This design comes from an exercise in tuning for small area, a short achievable clock period and few clock cycles per item on the open sky130 flow, not from production work.
RTL that was checked went through simulation tests only; none was proved equivalent to the original.

## vcsk_core
module vcsk_core (
    input  wire        clk,
    input  wire        rst,
    input  wire        cmd_valid,
    output wire        cmd_ready,
    input  wire [31:0] cmd_data,
    output reg         rsp_valid,
    output reg  [31:0] rsp_data,
    output reg         rsp_err
);
    localparam NCH = 32;
    assign cmd_ready = 1'b1;
    reg        v1;
    reg [31:0] c1;
    reg        rst_q;
    always @(posedge clk) begin
        v1    <= cmd_valid & ~rst;
        c1    <= cmd_data;
        rst_q <= rst;
    end
    wire [1:0]  op      = c1[31:30];
    wire [4:0]  ch      = c1[29:25];
    wire        low_z   = (c1[24:0] == 25'd0);
    wire        is_smp  = (op == 2'b00) && (c1[29:25] == 5'd0) && low_z;
    wire        is_cfg  = (op == 2'b01);
    wire        refused = ((op == 2'b00) && !is_smp) || (op[1] && !low_z);
    wire do_tick = v1 && is_smp;
    wire do_cfg  = v1 && is_cfg;
    wire [4:0]  b_div   = rst_q ? 5'd0  : c1[24:20];
  ...
For scale: ~6400 cells after synthesis, roughly 73000 µm² of cells after synthesis.
make LEC_CHECK=0 CAP_MARGIN=20 CORE_MARGIN=2 CORE_UTILIZATION=40 SLEW_MARGIN=20 finish   # period 44.0 ns
run.sh (not shown) runs the stock make flow with config.mk's settings and CLKGATE_MAP_FILE= SYNTH_SCRIPT=/design/flow/synth_recipe.tcl, a recipe that flattens the netlist after the stock synthesis.
Rerun with:
--- a/flow/design.v
+++ b/flow/design.v
@@ -1067,21 +1067,31 @@
     wire ts457 = ts441 ^ tc420 ^ tc440;
     wire tc457 = (ts441 & tc420) | (ts441 & tc440) | (tc420 & tc440);
     wire ts458 = ts442 ^ tc422 ^ tc441;
     wire tc458 = (ts442 & tc422) | (ts442 & tc441) | (tc422 & tc441);
     wire ts459 = ts443 ^ tc424 ^ tc442;
     wire tc459 = (ts443 & tc424) | (ts443 & tc442) | (tc424 & tc442);
     wire ts460 = ts444 ^ tc426 ^ tc443;
     wire [15:0] row_a = {ts460, ts459, ts458, ts457, ts456, ts455, ts454, ts453, ts452, ts451, ts450, ts449, ts448, ts447, ts446, ts445};
     wire [15:0] row_b = {tc459, tc458, tc457, tc456, tc455, tc454, tc453, tc452, tc451, tc450, tc449, tc448, tc447, tc446, tc445, pp[496]};
-    wire [15:0] mix = row_a + row_b;
-    wire [4:0] rd_div  = div_bus[s2_ch*5 +: 5];
-    wire [3:0] rd_mode = mode_bus[s2_ch*4 +: 4];
-    wire       rd_aud  = aud_bus[s2_ch];
+    reg        v3, s3_smp, s3_rdcfg, s3_err, s3_aud;
+    reg [15:0] s3_ra, s3_rb;
+    reg [13:0] s3_cfg;
     always @(posedge clk) begin
-        rsp_valid <= v2 & ~rst;
-        rsp_err   <= s2_err;
-        rsp_data[15:0]  <= (s2_smp | s2_rdcfg) ? mix : {15'd0, s2_rdaud & rd_aud};
-        rsp_data[31:16] <= s2_smp   ? {16{mix[15]}} :
-                           s2_rdcfg ? {2'b01, s2_ch, rd_div, rd_mode} : 16'd0;
+        v3       <= v2 & ~rst;
+        s3_smp   <= s2_smp;
+        s3_rdcfg <= s2_rdcfg;
+        s3_err   <= s2_err;
+        s3_aud   <= s2_rdaud & aud_bus[s2_ch];
+        s3_ra    <= row_a;
+        s3_rb    <= row_b;
+        s3_cfg   <= {s2_ch, div_bus[s2_ch*5 +: 5], mode_bus[s2_ch*4 +: 4]};
+    end
+    wire [15:0] mix = s3_ra + s3_rb;
+    always @(posedge clk) begin
+        rsp_valid <= v3 & ~rst;
+        rsp_err   <= s3_err;
+        rsp_data[15:0]  <= (s3_smp | s3_rdcfg) ? mix : {15'd0, s3_aud};
+        rsp_data[31:16] <= s3_smp   ? {16{mix[15]}} :
+                           s3_rdcfg ? {2'b01, s3_cfg} : 16'd0;
     end
 endmodule
Result:
- The new run went through all stages and came out clean
- die area went up by 2.0%
- synthesized area went up by 2.0%
- core utilization went up by 0.39 points
- final cell count went up by 3.0%
- hold slack is worse by 16 ps
- synthesized cell count went up by 2.4%
- final area went up by 2.5%
- routed wire length went down by 1.3%
- setup slack is better by 210 ps
- fmax went up by 2.0%
Testbench counts after the change, summed over its fixed seeds: cycles 12,288, items 12,256.
For the first run of this note, only the layout was checked, not whether the RTL still works.

-- afterwards: timing with drivers on the ports --
No port has a modelled driver above. Below, the same layouts with a new extraction and two added sets of constraints. Step 1 assumes that a clkbuf_16 drives the clock port and a buf_2 every other input. Step 2 moves the port delays by t, midway between the first and last clock arrival at a register: inputs arrive t later, outputs are due t later. That takes back most of the time a late clock gives input paths. Three values: no drivers, after step 1, after step 2; two values: the first two.
| run | t, ns | slack for setup (ns) | worst setup path at the end | latest minus earliest clock arrival (ns) |
|---|---|---|---|---|
| the first run | 0.869 | 33.324 / 33.324 / 33.324 | register to register | 0.032 / 0.032 |
| the second run | 0.890 | 33.530 / 33.450 / 34.340 | register to output | 0.040 / 0.040 |
After both steps setup and hold are still met in every run listed.
